This is an optimization exercise on Yosys and OpenROAD, whose aim is small area, not a production implementation. RTL that was checked went through simulation tests only; none was proved equivalent to the original.

==> inputs of run a <==
## ffm_servo_mixer
module ffm_servo_mixer (
    input  wire        clk,
    input  wire        rst,
    input  wire        rx_valid,
    input  wire [7:0]  rx_data,
    output wire [11:0] duty0,
    output wire [11:0] duty1,
    output wire [11:0] duty2,
    output wire [11:0] duty3,
    output wire [11:0] duty4,
    output wire [11:0] duty5,
    output wire [11:0] duty6,
    output wire [2:0]  dout,
    output wire [1:0]  drive_sel,
    output wire        kick
);
clock: 20.0 ns
lec_check: 0
abc_area: 1
cap_margin: 20
core_margin: 2
core_utilization: 40
slew_margin: 20
run.sh (not shown) runs the stock make flow with config.mk's settings and CLKGATE_MAP_FILE= SYNTH_SCRIPT=/design/flow/synth_recipe.tcl, a recipe that flattens the netlist after the stock synthesis.
==> run b (differences from run a) <==
--- a/flow/design.v
+++ b/flow/design.v
@@ -62,70 +62,75 @@
     wire        trl    = odd && (pair == 4'd14);
     wire        ck_ok  = (acc[7:0] == 8'd0) && (acc[15:8] == rx_data);
     wire m0 = (mode == 2'd0);
     wire m1 = (mode == 2'd1);
     wire m2 = (mode == 2'd2);
     wire s_duty = busy && (j == 5'd0 || j == 5'd2 || j == 5'd4);
     wire s_tp0  = busy && (j == 5'd1);
     wire s_tpa  = busy && (j == 5'd3 || j == 5'd5);
-    wire s_ev   = busy && (j == 5'd6 || j == 5'd13 || j == 5'd20 || j == 5'd23);
-    wire s_j7   = busy && (j == 5'd7);
-    wire s_j14  = busy && (j == 5'd14);
-    wire s_add  = busy && ((j == 5'd11 && m2) || (j == 5'd12 && m1));
-    wire s_sub  = busy && ((j == 5'd18 && m2) || (j == 5'd19 && m1));
-    wire s_raw  = busy && ((j == 5'd15 && m0) || j == 5'd22);
-    wire s_last = busy && (j == 5'd23);
-    wire rot    = busy && !(j == 5'd0 || j == 5'd2 || j == 5'd4 || j == 5'd6 || j == 5'd13);
-    wire pump   = busy && (j == 5'd6);
+    wire s_cmp  = busy && (j == 5'd6 || j == 5'd14 || j == 5'd22 || j == 5'd26);
+    wire s_wr   = busy && (j == 5'd7 || j == 5'd15 || j == 5'd23 || j == 5'd27);
+    wire s_j8   = busy && (j == 5'd8);
+    wire s_j16  = busy && (j == 5'd16);
+    wire s_add  = busy && ((j == 5'd12 && m2) || (j == 5'd13 && m1));
+    wire s_sub  = busy && ((j == 5'd20 && m2) || (j == 5'd21 && m1));
+    wire s_raw  = busy && ((j == 5'd17 && m0) || j == 5'd25);
+    wire s_last = busy && (j == 5'd27);
+    wire rot    = busy && !(j == 5'd0 || j == 5'd2 || j == 5'd4 || j == 5'd6 || j == 5'd7 ||
+                            j == 5'd14 || j == 5'd15 || j == 5'd22);
+    wire pump   = busy && (j == 5'd6 || j == 5'd7);
     wire act    = (j[2:1] == 2'd0) ? 1'b1 : (j[2:1] == 2'd1) ? !m2 : !m1;
     wire        ngs  = ult(w0, 1500);
     wire        vbig = ult(w0, 1351) || !ult(w0, 1650);
     wire        dead = !ult(w0, 1451) && ult(w0, 1550);
     wire [12:0] vk   = ngs ? (vbig ? 13'd1400 : 13'd1452) : (vbig ? -13'd1600 : -13'd1548);
     wire [15:0] vr   = radd({3'd0, vk}, {3'd0, {1'b0, w0} ^ {13{ngs}}}, ngs);
     wire [11:0] cv   = dead ? 12'd0 : vbig ? vr[11:0] : {1'b0, vr[11:1]};
     wire [11:0] cvd  = (ult(w0, 901) || !ult(w0, 2100)) ? 12'd500 : cv;
     wire [15:0] sx   = pump ? {2'b00, q0} : {{2{q0[13]}}, q0};
+    reg         r_use_t, r_dn;
     reg  [15:0] a_op, x_op;
     reg         neg;
     always @* begin
         a_op = acc; x_op = 16'd0; neg = 1'b0;
         if (!busy) begin
             x_op = {8'd0, rx_data}; neg = 1'b1;
         end else if (s_duty) begin
             a_op = 16'd1500; x_op = act ? {4'd0, cvd} : 16'd0; neg = ngs && act;
         end else if (s_tp0) begin
             a_op = 16'd1560; x_op = {4'd0, cv};
         end else if (s_tpa) begin
             x_op = act ? {4'd0, cv} : 16'd0;
-        end else if (s_ev) begin
+        end else if (s_cmp) begin
             x_op = sx; neg = 1'b1;
-        end else if (s_j7) begin
+        end else if (s_wr) begin
+            if (!r_use_t) begin
+                a_op = r_dn ? (pump ? -16'd20 : -16'd10) : (pump ? 16'd20 : 16'd10);
+                x_op = sx;
+            end
+        end else if (s_j8) begin
             a_op = m0 ? 16'd0 : -16'd1500; x_op = {4'd0, w0};
-        end else if (s_j14) begin
+        end else if (s_j16) begin
             a_op = 16'd1500; x_op = {4'd0, w0};
         end else if (s_raw) begin
             a_op = 16'd0; x_op = {4'd0, w0};
         end else if (s_add) begin
             x_op = {4'd0, w0};
         end else if (s_sub) begin
             x_op = {4'd0, w0}; neg = 1'b1;
         end
     end
     wire [15:0] sum = radd(a_op, x_op ^ {16{neg}}, neg);
     wire [15:0] t    = acc;
     wire [15:0] dif  = sum;
-        wire               snap = (pump ? (slt(1540, t) && slt(t, 1580) && (slt(1810, sx) || slt(sx, 1310)))
-                                    : (slt(1480, t) && slt(t, 1520) && (slt(1750, sx) || slt(sx, 1250))));
-    wire               up   = pump ? slt(20, dif) : slt(10, dif);
-    wire               dn   = pump ? slt(dif, -16'sd20) : slt(dif, -16'sd10);
-    wire [15:0]        stx  = up ? (pump ? 16'd20 : 16'd10) : (pump ? -16'd20 : -16'd10);
-    wire [15:0]        qs   = radd({2'b00, q0}, stx, 1'b0);
-    wire [13:0]        rnx  = (snap || !(up || dn)) ? acc[13:0] : qs[13:0];
+    wire        snap = (pump ? (slt(1540, t) && slt(t, 1580) && (slt(1810, sx) || slt(sx, 1310)))
+                             : (slt(1480, t) && slt(t, 1520) && (slt(1750, sx) || slt(sx, 1250))));
+    wire        up   = pump ? slt(20, dif) : slt(10, dif);
+    wire        dn   = pump ? slt(dif, -16'sd20) : slt(dif, -16'sd10);
     always @(posedge clk) begin
         if (rst) begin
             prev   <= 8'h00;
             sync   <= 1'b0;
             n      <= 5'd0;
             q0     <= 14'd1560;
             q1     <= 14'd1500;
             q2     <= 14'd1500;
@@ -141,20 +146,24 @@
             if (busy) begin
                 n <= s_last ? 5'd0 : n1;
                 if (rot) begin
                     w0 <= w1; w1 <= w2; w2 <= w3; w3 <= w4; w4 <= w5; w5 <= w0;
                 end
                 if (s_duty) begin
                     p0 <= p1; p1 <= p2; p2 <= sum[10:0];
                 end
-                if (s_tp0 || s_tpa || s_j7 || s_j14 || s_raw || s_add || s_sub)
+                if (s_tp0 || s_tpa || s_j8 || s_j16 || s_raw || s_add || s_sub)
                     acc <= sum;
-                if (s_ev) begin
-                    q0 <= q1; q1 <= q2; q2 <= q3; q3 <= rnx;
+                if (s_cmp) begin
+                    r_use_t <= snap || !(up || dn);
+                    r_dn    <= dn;
+                end
+                if (s_wr) begin
+                    q0 <= q1; q1 <= q2; q2 <= q3; q3 <= sum[13:0];
                 end
                 if (s_last) begin
                     sel_r <= mode;
                     dlo_r <= auxd;
                 end
             end else if (rx_valid) begin
                 prev <= rx_data;
                 if (hdr) begin
==> flow/flow/run.sh (new file) <==
#!/bin/bash
export BUFFER_PORTS_ARGS="-buffer_cell sky130_fd_sc_hd__buf_1"
export CTS_ARGS="-sink_clustering_enable -repair_clock_nets -buf_list sky130_fd_sc_hd__clkbuf_16 -sink_clustering_size 40 -dont_use_dummy_load"
bash standard.sh > standard_flow.log 2>&1
==> flow/standard.sh (new file) <==
#!/bin/bash
# synth_recipe.tcl (not shown) runs the flow's synth.tcl, then flattens the netlist and writes it again
# the make line also repeats each setting of config.mk as NAME=value (left out here)
make -C /OpenROAD-flow-scripts/flow DESIGN_CONFIG=/design/flow/config.mk WORK_HOME=/design/flow/orfs CLKGATE_MAP_FILE= SYNTH_SCRIPT=/design/flow/synth_recipe.tcl "${@:-finish}"
removed: flow/run.sh
==> comparison table <==
quantity	run b	run a
R2r worst-path depth	40	60
Placed Cells	1,735	1,717
WP buf/inv	7	5
Mean number of vias per cell	5.376	5.334
Status	timing/DRC/antenna clean	timing/DRC/antenna clean
Post-detail-place hpwl	22,790 µm	22,910 µm
Number of logic stages on the critical path including buffering	32	45
Share of the clock period used by the worst path after layout	0.4980	0.8079
Final routed wirelength across all metal layers	31,560 µm	31,550 µm
Area taken by multi-input logic gates	0.005095 mm²	0.005131 mm²
Endpoint of the lowest-slack register-to-register path	r_use_t	q3[13]
Non-Filler Cell Area, Final	0.01210 mm²	0.01261 mm²
Master of the slowest instance on the critical path	fa_1	clkdlybuf4s50_1
Flop-to-flop setup slack	10.38 ns	4.01 ns
Area taken by flip-flops and latches	0.004985 mm²	0.004925 mm²
Function not checked in run b: the RTL went through the layout flow alone.

static timing again, ports no longer ideal:
The results above use ideal ports. As a check the final layouts listed here were re-extracted and re-timed, cells and wires unchanged.
Step 1 sets driving cells, clkbuf_16 on the clock port and buf_2 on the other inputs (assumed; they add their load-dependent delay and slew).
Step 2 moves the port delays by t, midway between the first and last clock arrival at a register: inputs arrive t later, outputs are due t later. That takes back most of the time a late clock gives input paths.
a / b / c = ideal ports / drivers / drivers and shift; a / b = the first two.
| run | t, ns | slack for setup (ns) | worst setup path at the end | worst data-port slew with drivers (ns) | cell pins on the clock port's net |
|---|---|---|---|---|---|
| run a | 0.488 | 3.842 / 3.867 / 3.379 | input to register | 0.04 | 1 |
| run b | 0.553 | 10.040 / 10.070 / 9.517 | input to register | 0.04 | 1 |
After both steps setup and hold are still met in every run listed. The setup slack of run b, which loses most, moves by +0.030 ns with the drivers and by -0.523 ns with both steps.
